This design comes from an exercise in tuning for small area, a short achievable clock period and few clock cycles on the open sky130 flow, not from production work.
Only simulation tests tie the RTL to the original design; equivalence was not proved.
Power figures rest on the tool's default switching activity, not on a simulated workload.

==> design.v <==
module pmark_codec #(
    parameter CAP = 256                 
) (
    input  wire       clk,
    input  wire       rst,              
    input  wire       cmd_valid,
    input  wire [7:0] cmd_data,
    output wire       cmd_ready,
    input  wire       raw_valid,
    input  wire [7:0] raw_data,
    output wire       raw_ready,
    output wire       rsp_valid,
    output wire [7:0] rsp_data,
    input  wire       rsp_ready,
    output wire       tx_valid,
    output wire [8:0] tx_char,
    input  wire       tx_ready,
    output wire [8:0] b0_len,
    output wire [8:0] b1_len,
    output wire [1:0] rx_phase,
    output wire       rx_marked,
    output wire       rx_escaped,
    output wire       rx_done,
    output wire [7:0] rx_err,
    output wire [8:0] rx_explen,
    output wire [1:0] pmode
);
    localparam RL = 248;                
    localparam NT = 31;                 
    localparam PH_IDLE = 2'd0, PH_ACTIVE = 2'd1, PH_FAILED = 2'd2;
    localparam PM_UNKNOWN = 2'd0, PM_MARK = 2'd1, PM_SPACE = 2'd2;
    localparam X_OP = 3'd0, X_ARG = 3'd1, X_PAY = 3'd2, X_HEX = 3'd3, X_EQ = 3'd4;
    function [7:0] addm;
        input [7:0] v;
        input [3:0] k;
        reg   [8:0] t;
        begin
            t    = {1'b0, v} + {5'd0, k};
            addm = (t >= 9'd248) ? (t - 9'd248) : t[7:0];
        end
    endfunction
    function [7:0] subm;
        input [7:0] v;
        input [3:0] k;
        begin
            subm = (v >= {4'd0, k}) ? (v - {4'd0, k}) : (v + 8'd248 - {4'd0, k});
        end
    endfunction
    function [7:0] hexch;
        input [3:0] n;
        begin
            hexch = (n < 4'd10) ? (8'h30 + {4'd0, n}) : (8'h37 + {4'd0, n});
        end
    endfunction
    function [2:0] nargs;
        input [7:0] o;
        begin
            case (o[7:1])
                7'h08: nargs = 3'd2;                
                7'h09: nargs = 3'd1;                
                7'h0D: nargs = 3'd4;                
                7'h10: nargs = 3'd1;                
                7'h20: nargs = o[0] ? 3'd0 : 3'd2;  
                default: nargs = 3'd0;
            endcase
        end
    endfunction
    function [12:0] pdec;
        input [7:0] b;
        begin
            pdec = 13'd0;
            pdec[0]  = (nargs(b) != 3'd0);
            pdec[1]  = (b[7:1] == 7'h0A);
            pdec[2]  = (b[7:1] == 7'h0B);
            pdec[3]  = (b[7:1] == 7'h0C);
            pdec[4]  = (b[7:1] == 7'h0E);
            pdec[5]  = (b[7:1] == 7'h0F);
            pdec[6]  = (b == 8'h22);
            pdec[7]  = (b[7:1] == 7'h12);
            pdec[8]  = (b[7:1] == 7'h18);
            pdec[9]  = (b == 8'h42);
            pdec[10] = !(pdec[0] | pdec[1] | pdec[2] | pdec[3] | pdec[4] | pdec[5] |
                         pdec[6] | pdec[7] | pdec[8] | pdec[9]);
            pdec[11] = (b == 8'h00);
            pdec[12] = (b == 8'hFF);
        end
    endfunction
    reg [63:0]      lo0, lo1;           
    reg [8*RL-1:0]  ring0, ring1;       
    reg [8:0]       len0, len1;
    reg [1:0]       phase;
    reg             marked, escaped;
    reg [8:0]       explen;
    reg [7:0]       err;
    reg [1:0]       pm;
    reg [7:0]       sp0, sp1;           
    reg [7:0]       ls0, ls1;           
    reg [7:0]       T;                  
    reg [7:0]       lslot0, lslot1;     
    reg [8:0] f0, f1;                   
    reg [12:0] g0, g1;                  
    reg [1:0] fcnt;
    wire      in_rdy = (fcnt != 2'd2);
    assign cmd_ready = in_rdy;
    assign raw_ready = in_rdy;
    wire      in_take = in_rdy && (cmd_valid || raw_valid);
    wire [8:0] in_byte = cmd_valid ? {1'b0, cmd_data} : {1'b1, raw_data};
    wire [12:0] in_dec = pdec(in_byte[7:0]);
    wire      hv = (fcnt != 2'd0);
    wire      hr = f0[8];
    wire [7:0] hd = f0[7:0];
    reg [8:0] q [0:7];                  
    reg [3:0] qcnt;
    reg       bar_pend;
    reg       tx_busy, tx_s, tx_v;
    reg [8:0] tx_c;
    reg [8:0] tx_len, tx_idx;
    reg [7:0] tslot;
    reg [2:0]  xst;
    reg [7:0]  op;
    reg [1:0]  argk;
    reg [23:0] arg;
    reg [15:0] pcnt;
    reg        aok;
    reg [8:0]  xi;
    reg [7:0]  xslot;
    reg [1:0]  alast;                   
    reg        o_app, o_appb, o_seti, o_ctl;
    reg        pone;                    
    reg [7:0]  hb;                      
    reg        hb_v, hfirst, hlast;     
    reg        hlast_f;                 
    reg        eqv, eqm;                
    reg  [4:0] rsel;                    
    wire [7:0] rrd0 = ring0[64*rsel +: 8];
    wire [7:0] rrd1 = ring1[64*rsel +: 8];
    wire       s     = op[0];
    wire [8:0] len_s = s ? len1 : len0;
    wire       owned_s = s && (phase == PH_ACTIVE);
    wire [63:0] lo_s = s ? lo1 : lo0;
    wire       hs     = hd[0];
    wire [8:0] len_hs = hs ? len1 : len0;
    wire [63:0] lo_hs = hs ? lo1 : lo0;
    wire       owned_hs = hs && (phase == PH_ACTIVE);
    wire sp1ok = (qcnt <= 4'd7);
    wire sp2ok = (qcnt <= 4'd6);
    wire sp3ok = (qcnt <= 4'd5);
    wire sp5ok = (qcnt <= 4'd3);
    wire txh0 = tx_busy && !tx_s;
    wire txh1 = tx_busy &&  tx_s;
    reg        take;
    reg [2:0]  push_n;
    reg [7:0]  pb0, pb1, pb2, pb3, pb4;
    reg        pbar;
    reg        tx_start;
    reg        aw_en, aw_b;
    reg [8:0]  aw_idx;
    reg [7:0]  aw_d;
    reg [4:0]  aw_tap;
    reg        seti_en, ctl_en, wide_b;
    reg [31:0] seti_d;
    reg [7:0]  ctl_sp;
    reg [2:0]  xst_n;
    reg [7:0]  op_n;
    reg [1:0]  argk_n;
    reg [23:0] arg_n;
    reg [15:0] pcnt_n;
    reg        aok_n;
    reg [8:0]  xi_n;
    reg [7:0]  xslot_n;
    reg [8:0]  len0_n, len1_n;
    reg [1:0]  phase_n;
    reg        marked_n, escaped_n;
    reg [8:0]  explen_n;
    reg [7:0]  err_n;
    reg [7:0]  sp0_n, sp1_n, ls0_n, ls1_n;
    reg [7:0]  lslot0_n, lslot1_n;
    reg [7:0]  hb_n;
    reg [1:0]  alast_n;
    reg        o_app_n, o_appb_n, o_seti_n, o_ctl_n, pone_n;
    reg        hb_v_n, hfirst_n, hlast_n, hlast_f_n, eqv_n, eqm_n, hpush;
    reg [7:0]  byte_v;
    reg        byte_ok;
    reg        eq_lo;
    reg [9:0]  hcnt;
    reg [15:0] nn;
    integer    k;
    always @(*) begin
        take = 1'b0;
        push_n = 3'd0;
        pb0 = 8'h00; pb1 = 8'h00; pb2 = 8'h00; pb3 = 8'h00; pb4 = 8'h00;
        pbar = 1'b0;
        tx_start = 1'b0;
        aw_en = 1'b0; aw_b = 1'b0; aw_idx = 9'd0; aw_d = 8'h00; aw_tap = 5'd0;
        seti_en = 1'b0; ctl_en = 1'b0; wide_b = 1'b0;
        seti_d = {hd, arg};
        ctl_sp = hd;
        xst_n = xst; op_n = op; argk_n = argk; arg_n = arg; pcnt_n = pcnt;
        aok_n = aok; xi_n = xi; xslot_n = addm(xslot, 4'd1);
        len0_n = len0; len1_n = len1; phase_n = phase;
        marked_n = marked; escaped_n = escaped; explen_n = explen; err_n = err;
        sp0_n = sp0; sp1_n = sp1; ls0_n = ls0; ls1_n = ls1;
        lslot0_n = addm(lslot0, 4'd1); lslot1_n = addm(lslot1, 4'd1);
        hb_n = hb; hb_v_n = hb_v; hfirst_n = hfirst; hlast_n = hlast; hlast_f_n = hlast_f;
        eqv_n = eqv; eqm_n = eqm; hpush = 1'b0;
        alast_n = alast; o_app_n = o_app; o_appb_n = o_appb; o_seti_n = o_seti; o_ctl_n = o_ctl;
        pone_n = pone;
        byte_v = 8'h00; byte_ok = 1'b0; eq_lo = 1'b1; hcnt = 10'd0;
        nn = {hd, arg[7:0]};
        case (xst)
        X_OP: if (hv) begin
            if (hr) begin
                if (phase != PH_ACTIVE) begin
                    if (sp1ok) begin take = 1'b1; push_n = 3'd1; pb0 = 8'hF2; end
                end else if (escaped && !g0[11] && !g0[12]) begin
                    if (sp1ok) begin
                        take = 1'b1; push_n = 3'd1; pb0 = 8'h20;
                        phase_n = PH_FAILED; err_n = 8'h20;
                    end
                end else if (escaped && g0[11]) begin
                    if (sp1ok) begin
                        take = 1'b1; push_n = 3'd1;
                        if (marked) begin
                            pb0 = 8'h21; phase_n = PH_FAILED; err_n = 8'h21;
                        end else begin
                            pb0 = 8'h00; marked_n = 1'b1; escaped_n = 1'b0;
                        end
                    end
                end else if (!escaped && g0[12]) begin
                    if (sp1ok) begin
                        take = 1'b1; push_n = 3'd1; pb0 = 8'h00; escaped_n = 1'b1;
                    end
                end else if (!marked) begin
                    if (sp1ok) begin
                        take = 1'b1; push_n = 3'd1; pb0 = 8'h22;
                        phase_n = PH_FAILED; err_n = 8'h22; escaped_n = 1'b0;
                    end
                end else if (len1 >= explen) begin
                    if (sp1ok) begin
                        take = 1'b1; push_n = 3'd1; pb0 = 8'h23;
                        phase_n = PH_FAILED; err_n = 8'h23; escaped_n = 1'b0;
                    end
                end else begin
                    if (sp1ok && !txh1 && (len1 < 9'd8 || lslot1[2:0] == 3'd7)) begin
                        take = 1'b1; push_n = 3'd1; pb0 = 8'h00; escaped_n = 1'b0;
                        aw_en = 1'b1; aw_b = 1'b1; aw_idx = len1; aw_d = hd;
                        aw_tap = addm(lslot1, 4'd1) >> 3;
                        len1_n = len1 + 9'd1;
                        lslot1_n = lslot1;
                        sp1_n = sp1 + ls1; ls1_n = hd;
                    end
                end
            end else if (g0[0]) begin
                take = 1'b1; op_n = hd; argk_n = 2'd0; xst_n = X_ARG;
                alast_n = nargs(hd) - 3'd1;
                o_app_n  = (hd[7:1] == 7'h08);
                o_appb_n = (hd[7:1] == 7'h09);
                o_seti_n = (hd[7:1] == 7'h0D);
                o_ctl_n  = (hd[7:1] == 7'h10);
            end else begin
                case (1'b1)
                g0[1]: begin  
                    if (sp1ok) begin
                        take = 1'b1; push_n = 3'd1;
                        if (owned_hs) pb0 = 8'hF3;
                        else begin
                            pb0 = 8'h00;
                            if (hs) begin len1_n = 9'd0; sp1_n = 8'd0; ls1_n = 8'd0; lslot1_n = addm(T, 4'd10); end
                            else    begin len0_n = 9'd0; sp0_n = 8'd0; ls0_n = 8'd0; lslot0_n = addm(T, 4'd10); end
                        end
                    end
                end
                g0[2]: begin  
                    if (sp3ok) begin
                        take = 1'b1; push_n = 3'd3;
                        pb0 = 8'h00; pb1 = len_hs[7:0]; pb2 = {7'd0, len_hs[8]};
                    end
                end
                g0[3]: begin  
                    if (sp3ok) begin
                        take = 1'b1; push_n = 3'd3;
                        pb0 = 8'h00; pb1 = 8'h00; pb2 = 8'h01;
                    end
                end
                g0[4]: begin  
                    if (len_hs != 9'd4) begin
                        if (sp1ok) begin take = 1'b1; push_n = 3'd1; pb0 = 8'h02; end
                    end else if (sp5ok) begin
                        take = 1'b1; push_n = 3'd5;
                        pb0 = 8'h00; pb1 = lo_hs[7:0]; pb2 = lo_hs[15:8];
                        pb3 = lo_hs[23:16]; pb4 = lo_hs[31:24];
                    end
                end
                g0[5]: begin  
                    if (sp2ok) begin
                        take = 1'b1; push_n = 3'd2;
                        pb0 = 8'h00; pb1 = hs ? sp1 : sp0;
                    end
                end
                g0[6]: begin  
                    begin
                        for (k = 0; k < 8; k = k + 1)
                            if (k < len0 && lo0[8*k +: 8] != lo1[8*k +: 8]) eq_lo = 1'b0;
                        if (len0 != len1 || !eq_lo) begin
                            if (sp2ok) begin take = 1'b1; push_n = 3'd2; pb0 = 8'h00; pb1 = 8'h00; end
                        end else if (len0 <= 9'd8) begin
                            if (sp2ok) begin take = 1'b1; push_n = 3'd2; pb0 = 8'h00; pb1 = 8'h01; end
                        end else begin
                            take = 1'b1; op_n = hd; xst_n = X_EQ; xi_n = 9'd8;
                            xslot_n = addm(T, 4'd1);
                            eqv_n = 1'b0; hlast_n = 1'b0; hlast_f_n = 1'b0;
                        end
                    end
                end
                g0[7]: begin  
                    if (sp3ok) begin
                        take = 1'b1; push_n = 3'd3;
                        hcnt = {1'b0, len_hs} + {len_hs, 1'b0} - 10'd1;
                        pb0 = 8'h00;
                        pb1 = (len_hs == 9'd0) ? 8'h00 : hcnt[7:0];
                        pb2 = (len_hs == 9'd0) ? 8'h00 : {6'd0, hcnt[9:8]};
                        if (len_hs != 9'd0) begin
                            op_n = hd; xst_n = X_HEX; xi_n = 9'd0;
                            xslot_n = addm(T, 4'd9);
                            hb_v_n = 1'b0; hfirst_n = 1'b1; hlast_n = 1'b0; hlast_f_n = 1'b0;
                        end
                    end
                end
                g0[8]: begin  
                    if (len_hs == 9'd0) begin
                        if (sp1ok) begin take = 1'b1; push_n = 3'd1; pb0 = 8'hF4; end
                    end else if (sp1ok && !tx_busy && !bar_pend) begin
                        take = 1'b1; push_n = 3'd1; pb0 = 8'h00; pbar = 1'b1;
                        tx_start = 1'b1;
                    end
                end
                g0[9]: begin  
                    if (sp1ok) begin
                        take = 1'b1; push_n = 3'd1;
                        pb0 = 8'h00; phase_n = PH_IDLE; err_n = 8'h00;
                    end
                end
                default: begin
                    if (sp1ok) begin take = 1'b1; push_n = 3'd1; pb0 = 8'hF0; end
                end
                endcase
            end
        end
        X_ARG: if (hv) begin
            if (argk != alast) begin
                take = 1'b1;
                arg_n[8*argk +: 8] = hd;
                argk_n = argk + 2'd1;
            end else begin
                case (1'b1)
                o_app: begin  
                    if (nn == 16'd0) begin
                        if (sp1ok) begin
                            take = 1'b1; push_n = 3'd1; xst_n = X_OP;
                            pb0 = owned_s ? 8'hF3 : 8'h00;
                        end
                    end else begin
                        take = 1'b1; xst_n = X_PAY; pcnt_n = nn; pone_n = (nn == 16'd1);
                        aok_n = !owned_s && (nn <= (16'd256 - {7'd0, len_s}));
                        xi_n = len_s;
                        xslot_n = addm(s ? lslot1 : lslot0, 4'd1);
                    end
                end
                o_appb: begin  
                    if (owned_s) begin
                        if (sp1ok) begin take = 1'b1; push_n = 3'd1; pb0 = 8'hF3; xst_n = X_OP; end
                    end else if (len_s == 9'd256) begin
                        if (sp1ok) begin take = 1'b1; push_n = 3'd1; pb0 = 8'h01; xst_n = X_OP; end
                    end else if (sp1ok && !(s ? txh1 : txh0) &&
                                 (len_s < 9'd8 || (s ? lslot1[2:0] : lslot0[2:0]) == 3'd7)) begin
                        take = 1'b1; push_n = 3'd1; pb0 = 8'h00; xst_n = X_OP;
                        aw_en = 1'b1; aw_b = s; aw_idx = len_s; aw_d = hd;
                        aw_tap = addm(s ? lslot1 : lslot0, 4'd1) >> 3;
                        if (s) begin
                            len1_n = len1 + 9'd1; lslot1_n = lslot1;
                            sp1_n = sp1 + ls1; ls1_n = hd;
                        end else begin
                            len0_n = len0 + 9'd1; lslot0_n = lslot0;
                            sp0_n = sp0 + ls0; ls0_n = hd;
                        end
                    end
                end
                o_seti: begin  
                    if (owned_s) begin
                        if (sp1ok) begin take = 1'b1; push_n = 3'd1; pb0 = 8'hF3; xst_n = X_OP; end
                    end else if (sp1ok && !(s ? txh1 : txh0)) begin
                        take = 1'b1; push_n = 3'd1; pb0 = 8'h00; xst_n = X_OP;
                        seti_en = 1'b1; wide_b = s;
                        if (s) begin
                            len1_n = 9'd4; lslot1_n = addm(T, 4'd6);
                            sp1_n = arg[7:0] + arg[15:8] + arg[23:16]; ls1_n = hd;
                        end else begin
                            len0_n = 9'd4; lslot0_n = addm(T, 4'd6);
                            sp0_n = arg[7:0] + arg[15:8] + arg[23:16]; ls0_n = hd;
                        end
                    end
                end
                o_ctl: begin  
                    if (owned_s) begin
                        if (sp1ok) begin take = 1'b1; push_n = 3'd1; pb0 = 8'hF3; xst_n = X_OP; end
                    end else if (sp1ok && !(s ? txh1 : txh0)) begin
                        take = 1'b1; push_n = 3'd1; pb0 = 8'h00; xst_n = X_OP;
                        ctl_en = 1'b1; wide_b = s;
                        if (s) begin
                            len1_n = 9'd6; lslot1_n = addm(T, 4'd4);
                            sp1_n = 8'h93 + {hd[6:0], 1'b0}; ls1_n = 8'h93 + {hd[6:0], 1'b0};
                        end else begin
                            len0_n = 9'd6; lslot0_n = addm(T, 4'd4);
                            sp0_n = 8'h93 + {hd[6:0], 1'b0}; ls0_n = 8'h93 + {hd[6:0], 1'b0};
                        end
                    end
                end
                default: begin  
                    if (sp1ok) begin
                        take = 1'b1; push_n = 3'd1; xst_n = X_OP;
                        if (nn > 16'd256) pb0 = 8'hF1;
                        else begin
                            pb0 = 8'h00;
                            len1_n = 9'd0; lslot1_n = addm(T, 4'd10);
                            sp1_n = 8'd0; ls1_n = 8'd0;
                            marked_n = 1'b0; escaped_n = 1'b0;
                            explen_n = nn[8:0]; err_n = 8'h00; phase_n = PH_ACTIVE;
                        end
                    end
                end
                endcase
            end
        end
        X_PAY: if (hv) begin
            if (!aok) begin
                if (!pone || sp1ok) begin
                    take = 1'b1; pcnt_n = pcnt - 16'd1; pone_n = (pcnt == 16'd2);
                    if (pone) begin
                        push_n = 3'd1; pb0 = owned_s ? 8'hF3 : 8'h01; xst_n = X_OP;
                    end
                end
            end else if ((!pone || sp1ok) && !(s ? txh1 : txh0) &&
                         (xi < 9'd8 || xslot[2:0] == 3'd7)) begin
                take = 1'b1; pcnt_n = pcnt - 16'd1; pone_n = (pcnt == 16'd2);
                aw_en = 1'b1; aw_b = s; aw_idx = xi; aw_d = hd; aw_tap = addm(xslot, 4'd1) >> 3;
                xi_n = xi + 9'd1;
                xslot_n = xslot;
                if (s) begin sp1_n = sp1 + ls1; ls1_n = hd; end
                else   begin sp0_n = sp0 + ls0; ls0_n = hd; end
                if (pone) begin
                    push_n = 3'd1; pb0 = 8'h00; xst_n = X_OP;
                    if (s) begin len1_n = xi + 9'd1; lslot1_n = xslot; end
                    else   begin len0_n = xi + 9'd1; lslot0_n = xslot; end
                end
            end
        end
        X_HEX: begin
            hpush = hb_v && sp3ok;
            if (hpush) begin
                if (hfirst) begin
                    push_n = 3'd2; pb0 = hexch(hb[7:4]); pb1 = hexch(hb[3:0]);
                end else begin
                    push_n = 3'd3; pb0 = 8'h20; pb1 = hexch(hb[7:4]); pb2 = hexch(hb[3:0]);
                end
                hfirst_n = 1'b0;
                hb_v_n = 1'b0;
                if (hlast) xst_n = X_OP;
            end
            if (xi < 9'd8) begin
                byte_v = lo_s[8*xi[2:0] +: 8]; byte_ok = 1'b1;
            end else begin
                byte_v = s ? rrd1 : rrd0; byte_ok = !tx_busy && (xslot[2:0] == 3'd0);
            end
            if ((!hb_v || hpush) && !hlast_f && byte_ok) begin
                hb_n = byte_v; hb_v_n = 1'b1;
                hlast_n = (xi + 9'd1 == len_s); hlast_f_n = (xi + 9'd1 == len_s);
                xi_n = xi + 9'd1;
                xslot_n = xslot;
            end
        end
        X_EQ: begin
            if (eqv && (eqm || hlast)) begin
                if (sp2ok) begin
                    push_n = 3'd2; pb0 = 8'h00; pb1 = eqm ? 8'h00 : 8'h01; xst_n = X_OP;
                end
            end else begin
                eqv_n = 1'b0;
                if (!hlast_f && !tx_busy && xslot[2:0] == 3'd0) begin
                    eqv_n = 1'b1; eqm_n = (rrd0 != rrd1);
                    hlast_n = (xi + 9'd1 == len0); hlast_f_n = (xi + 9'd1 == len0);
                    xi_n = xi + 9'd1;
                    xslot_n = xslot;
                end
            end
        end
        default: xst_n = X_OP;
        endcase
    end
    wire aw_lo  = aw_en && (aw_idx < 9'd8);
    reg       wr0, wr1;
    reg [4:0] wr_tap;
    reg [7:0] wr_d;
    always @(posedge clk) begin
        if (rst) begin
            wr0 <= 1'b0;
            wr1 <= 1'b0;
        end else begin
            wr0 <= aw_en && !aw_lo && !aw_b;
            wr1 <= aw_en && !aw_lo &&  aw_b;
        end
        wr_tap <= aw_tap;
        wr_d   <= aw_d;
    end
    genvar g;
    generate
        for (g = 0; g < RL; g = g + 1) begin : RING
            if (g % 8 == 0) begin : TAP
                always @(posedge clk) begin
                    ring0[8*g +: 8] <= (wr0 && wr_tap == g / 8) ? wr_d : ring0[8*((g + RL - 1) % RL) +: 8];
                    ring1[8*g +: 8] <= (wr1 && wr_tap == g / 8) ? wr_d : ring1[8*((g + RL - 1) % RL) +: 8];
                end
            end else begin : SH
                always @(posedge clk) begin
                    ring0[8*g +: 8] <= ring0[8*(g - 1) +: 8];
                    ring1[8*g +: 8] <= ring1[8*(g - 1) +: 8];
                end
            end
        end
        for (g = 0; g < 8; g = g + 1) begin : LOW
            always @(posedge clk) begin
                if (seti_en && !wide_b && g < 4)       lo0[8*g +: 8] <= seti_d[8*(g % 4) +: 8];
                else if (ctl_en && !wide_b && g < 6)   lo0[8*g +: 8] <= (g < 3) ? ((g == 0) ? 8'h87 : (g == 1) ? 8'h09 : 8'h03)
                                                                   : (g < 5) ? ctl_sp : (8'h93 + {ctl_sp[6:0], 1'b0});
                else if (aw_lo && !aw_b && aw_idx[2:0] == g) lo0[8*g +: 8] <= aw_d;
                if (seti_en && wide_b && g < 4)        lo1[8*g +: 8] <= seti_d[8*(g % 4) +: 8];
                else if (ctl_en && wide_b && g < 6)    lo1[8*g +: 8] <= (g < 3) ? ((g == 0) ? 8'h87 : (g == 1) ? 8'h09 : 8'h03)
                                                                   : (g < 5) ? ctl_sp : (8'h93 + {ctl_sp[6:0], 1'b0});
                else if (aw_lo && aw_b && aw_idx[2:0] == g)  lo1[8*g +: 8] <= aw_d;
            end
        end
    endgenerate
    wire       qv   = (qcnt != 4'd0);
    assign rsp_valid = qv && !(q[0][8] && tx_busy);
    assign rsp_data  = q[0][7:0];
    wire       pop  = rsp_valid && rsp_ready;
    function [8:0] psel;
        input [3:0] kk;
        input [7:0] b0, b1, b2, b3, b4;
        input       bar;
        begin
            case (kk)
                4'd0: psel = {bar, b0};
                4'd1: psel = {1'b0, b1};
                4'd2: psel = {1'b0, b2};
                4'd3: psel = {1'b0, b3};
                default: psel = {1'b0, b4};
            endcase
        end
    endfunction
    wire [3:0] qcm1 = qcnt - 4'd1;
    integer i;
    always @(posedge clk) begin
        for (i = 0; i < 8; i = i + 1) begin
            if (pop) begin
                if (i < qcm1) q[i] <= q[(i + 1) % 8];
                else          q[i] <= psel(i - qcm1, pb0, pb1, pb2, pb3, pb4, pbar);
            end else begin
                if (i >= qcnt) q[i] <= psel(i - qcnt, pb0, pb1, pb2, pb3, pb4, pbar);
            end
        end
    end
    wire tx_take = tx_v && tx_ready;
    wire tx_more = (tx_idx != tx_len);
    wire [7:0] tx_rb = (tx_idx < 9'd8) ? (tx_s ? lo1[8*tx_idx[2:0] +: 8] : lo0[8*tx_idx[2:0] +: 8])
                                       : (tx_s ? rrd1 : rrd0);
    wire tx_rok = (tx_idx < 9'd8) || (tslot[2:0] == 3'd0);
    wire tx_load = tx_busy && tx_more && (!tx_v || tx_take) && tx_rok;
    wire       tx_busy_n = tx_start || (tx_busy && !(tx_take && !tx_more && !tx_load));
    wire [7:0] tslot_n   = tx_start ? addm(T, 4'd8) : (tx_load ? tslot : addm(tslot, 4'd1));
    wire [7:0] rslot_n   = tx_busy_n ? tslot_n : xslot_n;
    always @(posedge clk) begin
        if (rst) begin
            fcnt     <= 2'd0;
            qcnt     <= 4'd0;
            bar_pend <= 1'b0;
            tx_busy  <= 1'b0;
            tx_v     <= 1'b0;
            tx_s     <= 1'b0;
            tx_c     <= 9'd0;
            tx_len   <= 9'd0;
            tx_idx   <= 9'd0;
            tslot    <= 8'd0;
            rsel     <= 5'd0;
            xst      <= X_OP;
            op       <= 8'h00;
            argk     <= 2'd0;
            arg      <= 24'd0;
            pcnt     <= 16'd0;
            aok      <= 1'b0;
            xi       <= 9'd0;
            xslot    <= 8'd0;
            alast    <= 2'd0;
            o_app    <= 1'b0;
            o_appb   <= 1'b0;
            o_seti   <= 1'b0;
            o_ctl    <= 1'b0;
            pone     <= 1'b0;
            hb       <= 8'd0;
            hb_v     <= 1'b0;
            hfirst   <= 1'b0;
            hlast    <= 1'b0;
            hlast_f  <= 1'b0;
            eqv      <= 1'b0;
            eqm      <= 1'b0;
            len0     <= 9'd0;
            len1     <= 9'd0;
            phase    <= PH_IDLE;
            marked   <= 1'b0;
            escaped  <= 1'b0;
            explen   <= 9'd4;
            err      <= 8'h00;
            pm       <= PM_UNKNOWN;
            sp0      <= 8'd0;
            sp1      <= 8'd0;
            ls0      <= 8'd0;
            ls1      <= 8'd0;
            T        <= 8'd0;
            lslot0   <= 8'd9;
            lslot1   <= 8'd9;
            f0       <= 9'd0;
            f1       <= 9'd0;
            g0       <= 13'd0;
            g1       <= 13'd0;
        end else begin
            case ({in_take, take})
                2'b10: begin
                    if (fcnt == 2'd0) begin f0 <= in_byte; g0 <= in_dec; end
                    else              begin f1 <= in_byte; g1 <= in_dec; end
                    fcnt <= fcnt + 2'd1;
                end
                2'b01: begin
                    f0   <= f1; g0 <= g1;
                    fcnt <= fcnt - 2'd1;
                end
                2'b11: begin
                    if (fcnt == 2'd1) begin f0 <= in_byte; g0 <= in_dec; end
                    else begin f0 <= f1; g0 <= g1; f1 <= in_byte; g1 <= in_dec; end
                end
                default: ;
            endcase
            qcnt <= qcnt - {3'd0, pop} + {1'b0, push_n};
            if (pbar) bar_pend <= 1'b1;
            else if (pop && q[0][8]) bar_pend <= 1'b0;
            xst    <= xst_n;
            op     <= op_n;
            argk   <= argk_n;
            arg    <= arg_n;
            pcnt   <= pcnt_n;
            aok    <= aok_n;
            xi     <= xi_n;
            xslot  <= xslot_n;
            alast  <= alast_n;
            o_app  <= o_app_n;
            o_appb <= o_appb_n;
            o_seti <= o_seti_n;
            o_ctl  <= o_ctl_n;
            pone   <= pone_n;
            hb     <= hb_n;
            hb_v   <= hb_v_n;
            hfirst <= hfirst_n;
            hlast  <= hlast_n;
            hlast_f <= hlast_f_n;
            eqv    <= eqv_n;
            eqm    <= eqm_n;
            len0   <= len0_n;
            len1   <= len1_n;
            phase  <= phase_n;
            marked <= marked_n;
            escaped <= escaped_n;
            explen <= explen_n;
            err    <= err_n;
            sp0    <= sp0_n;
            sp1    <= sp1_n;
            ls0    <= ls0_n;
            ls1    <= ls1_n;
            lslot0 <= lslot0_n;
            lslot1 <= lslot1_n;
            T      <= addm(T, 4'd1);
            rsel   <= rslot_n[7:3];
            tslot  <= tslot_n;
            tx_busy <= tx_busy_n;
            if (tx_start) begin
                tx_s    <= hs;
                tx_len  <= len_hs;
                tx_idx  <= 9'd1;
                tx_v    <= 1'b1;
                tx_c    <= {1'b1, lo_hs[7:0]};
                pm      <= PM_MARK;
            end else begin
                if (tx_take && tx_c[8]) pm <= PM_SPACE;
                if (tx_load) begin
                    tx_v   <= 1'b1;
                    tx_c   <= {1'b0, tx_rb};
                    tx_idx <= tx_idx + 9'd1;
                end else if (tx_take) begin
                    tx_v <= 1'b0;
                end
            end
        end
    end
    assign b0_len     = len0;
    assign b1_len     = len1;
    assign rx_phase   = phase;
    assign rx_marked  = marked;
    assign rx_escaped = escaped;
    reg rx_done_r;
    always @(posedge clk) begin
        if (rst) rx_done_r <= 1'b0;
        else     rx_done_r <= (phase == PH_ACTIVE) && (len1 == explen);
    end
    assign rx_done    = rx_done_r;
    assign rx_err     = err;
    assign rx_explen  = explen;
    assign pmode      = pm;
    assign tx_valid   = tx_v;
    assign tx_char    = tx_c;
endmodule
==> run.sh <==
#!/bin/bash
# synth_recipe.tcl (not shown) runs the flow's synth.tcl, then flattens the netlist and writes it again
# the make line also repeats each setting of config.mk as NAME=value (left out here)
make -C /OpenROAD-flow-scripts/flow DESIGN_CONFIG=/design/flow/config.mk WORK_HOME=/design/flow/orfs CLKGATE_MAP_FILE= SYNTH_SCRIPT=/design/flow/synth_recipe.tcl finish
==> config.mk <==
export PLATFORM = sky130hd
export DESIGN_NAME = pmark_codec
export DESIGN_NICKNAME = pmark_codec
export VERILOG_FILES = /design/flow/design.v
export SDC_FILE = /design/flow/constraint.sdc
export NUM_CORES = 4
export LEC_CHECK = 0
export CAP_MARGIN = 20
export CORE_MARGIN = 2
export CORE_UTILIZATION = 45
export PLACE_DENSITY = 0.6
export SETUP_SLACK_MARGIN = 5
export SLEW_MARGIN = 20
==> constraint.sdc <==
create_clock -name core_clock -period 11.0 [get_ports {clk}]
set_input_delay 2.2000 -clock core_clock [delete_from_list [all_inputs] [get_ports {clk}]]
set_output_delay 2.2000 -clock core_clock [all_outputs]
set_load 0.01 [all_outputs]
==> results.py <==
metrics = {
    "status": {
        "status": "no timing/DRC/antenna violations",
    },
    "yosys": {
        "synth_edf_count": 200,
        "ys_ff_latch": 4452,
        "yosys_warnings": 2,
        "synth-async-reset-ratio_pct": 0,
        "synth.area.top_cells": "dfxtp_1 66%, mux2_2 4.8%, edfxtp_1 4.6%, mux4_2 3.2%, a21oi_1 1.6%",
        "synth_most_common_cell": "dfxtp_1",
        "ys.flop_type": "dfxtp_1",
        "synth_commonest_cells": "4252 x dfxtp_1, 553 x mux2_2, 542 x nand2_1",
        "syn-cell-area_um2": 129000,
        "synthCells": 9790,
        "yosysTopAreaCellShare_pct": 65.8,
        "avgSynthCellArea_um2": 13.2,
        "ys_types": 112,
        "synth_top_cell_by_area": "dfxtp_1",
        "yosysSeqAreaShare_pct": 70.4,
    },
    "cts": {
        "cts_setup_buffers": 0,
        "numCtsBuffers": 409,
        "cts_root_buf": "clkbuf_16",
        "cts_tree": "yes",
        "clkTransAtPathRegs_ps": 70,
        "cts_sinks": 4452,
        "cts_buffer_depth": 4,
        "h-tree-depth": 5,
        "insertion_delay_ps": 950,
    },
    "critical_path": {
        "cp.required_ps": 11610,
        "cp.arrival_ps": 6420,
        "crit_chain": "buf_4 > nor3_1 > nor4b_2 > a31oi_1 > o211ai_1 > nand3_1 > nor2_2 > o21ai_0 > a221oi_1 > a21oi_1",
        "crit_type": "reg -> reg",
        "end_kind": "register",
        "crit_slowest_cell": "nor2_2",
        "worstPathMaxFanout": 20,
        "start_kind": "register",
        "worst-r2r-setup-slack_ps": 5190,
        "crit_path_max_incr_delay_ps": 1100,
    },
    "placement": {
        "io_buffers": 79,
        "hpwl_mm": 240,
        "place_congestion": 0.969,
        "pre_cts_ws_ps": 5160,
        "placed_cell_area_um2": 134000,
        "placedCellCount": 13300,
    },
    "global_routing": {
        "antenna_found_initial": 17,
        "grt_remaining_overflow": 0,
        "groute.usage.overall_pct": 24.3,
        "grt_pass1_wl_mm": 527,
        "grt_pass1_vias": 76200,
        "grt_max_degree": 122,
    },
    "pwr": {
        "p_per_area_nw_per_um2": 251,
        "ir_worst_vdd_uv": 148,
        "power.leakage_nw": 57.3,
        "power_mw": 37.2,
    },
    "route": {
        "drtIter0Drc": 8206,
        "dr.pass1.iters": 6,
        "ant_nets": 0,
        "vias_per_cell": 5.50,
        "num_vias": 77300,
        "drcViolationCount": 0,
        "wirelength_mm": 363,
        "post_drt_wl_per_cell_um": 25.8,
    },
    "layout": {
        "fin_nets": 10100,
        "final_core_util_pct": 52.0,
        "area_growth_pct": 14.8,
        "drive_above_1_share_pct": 16.8,
        "finalInstanceArea_um2": 149000,
        "fin_cells": 14100,
    },
    "die": {
        "die_h_um": 540,
        "fp.dieW_um": 540,
        "pin_count": 85,
        "core_um2": 285000,
        "dieArea_um2": 292000,
        "start_util_pct": 45.3,
        "core.rowCount": 196,
    },
    "sta": {
        "finalHoldViolCount": 0,
        "tightest_slew_ps": 1180,
        "fin_setup_tns_ps": 0,
        "fin_ws_ps": 5190,
        "fmax_ghz": 0.172,
        "grt_setup_unrepaired": "no",
        "worst_hold_slack_ps": 253,
        "period_needed_ps": 5810,
        "clock_skew_ps": 85.7,
        "slew_headroom_pct": 21.2,
        "setup_violations": 0,
        "maxSlewViolCount": 0,
        "period_share_pct": 52.8,
    },
    "flow_run": {
        "maxCapViolations": 0,
    },
    "worst_hold_path": {
        "hold_path.class": "reg -> reg",
    },
}
final timing paths:
path                      start                  to  cells after the start
max          f0[6]$_SDFFE_PP0P_   q[4][6]$_DFFE_PP_                     10
min          ring1[875]$_DFF_P_  ring1[883]$_DFF_P_                      0
max reg2reg  f0[6]$_SDFFE_PP0P_   q[4][6]$_DFFE_PP_                     10
min reg2reg  ring1[875]$_DFF_P_  ring1[883]$_DFF_P_                      0
cells by family after synthesis:
group,synth area share [%]
muxes,9.27
xor gates and xnor gates,1.70
buffers and inverters,2.04
other,0.00290
and+or+nand+nor,6.33
DFF,70.4
adders and majority gates,1.62
AOI/OAI and AO/OA,8.60
metal layers:
metal	up-vias	wire [µm]	global-route usage [%]
li1	34800	-	-
met1	38300	163000	34.2
met2	3430	158000	36.9
met3	785	29800	5.26
met4	2	12600	8.22
met5	-	7	0
layout by cell type, fill, tap and decap left out, types with 112 or more instances in the layout:
cell,synthesis,final
o21ai_0,329,314
xor2_1,126,125
inv_1,132,129
xnor2_1,112,112
nand2_1,542,541
clkbuf_16,0,413
mux2i_1,164,164
edfxtp_1,200,200
mux4_2,183,183
ha_1,148,147
o221ai_1,130,130
dfxtp_1,4252,4234
nor2_1,524,510
nand3_1,125,125
a21oi_1,411,408
buf_4,16,151
mux2_2,553,553
final cells by class:
cell class / count / area (µm²)
Inverter: 143 / 537
Antenna cell: 9 / 22.5
Timing Repair Buffer: 236 / 2030
Tap cell: 3762 / 4710
Clock inverter: 169 / 2290
Sequential cell: 4452 / 91200
Clock buffer: 589 / 11800
Fill cell: 24100 / 137000
Multi-Input combinational cell: 4704 / 35900
registers in the layout, summed over array words and instances (netlist names), 12 cells and up, named ones only:
| name | cells |
|---|---|
| arg | 24 |
| g0 | 12 |
| g1 | 12 |
| lo0 | 64 |
| lo1 | 64 |
| pcnt | 16 |
| q | 72 |
| ring0 | 1984 |
| ring1 | 1984 |
what timing repair did:
action,in CTS,in global routing
hold buffers,0,0
gates resized for setup,1,5
setup endpoints to repair,1,21
power breakdown:
part	internal, mW	leakage [nW]	switching (mW)
clock network	8.43	6.92	6.16
logic	1.83	14.2	3.88
registers	16.6	36.1	0.362
total	26.8	57.3	10.4
worst max-delay path, delay by kind of cell, from the launching register on:
family / cells / cell delay, ps
AND/OR/NAND/NOR: 4 / 3490
AO/OA/AOI/OAI: 5 / 1400
flip-flops: 1 / 310
buffers and inverters: 1 / 260
Testbench counts, summed over its fixed seeds: cycles 11,955.

separate check: timing with driven ports:
In the flow no input, the clock included, has a driving cell. The finished layout below was timed again as built, in two steps.
Step 1 assumes that a clkbuf_16 drives the clock port and a buf_2 every other input.
Step 2 adds t to the input delays and takes it off the output delays; t is the mean of the earliest and latest rising clock arrival at the registers after step 1. Input paths then give back, and output paths get back, about the clock's delay inside the block.
Three values: ideal ports, drivers, drivers and shift; two values: the first two.
t, ns: 0.987
setup slack, ns: 5.192 / 5.149 / 5.192
hold slack, ns: 0.253 / 0.253 / 0.253
worst register clock-pin slew, ns: 0.07 / 0.07
After both steps this run still meets setup and hold. For this run, drivers alone change the setup slack by -0.043 ns; drivers and shift together by 0.000 ns.
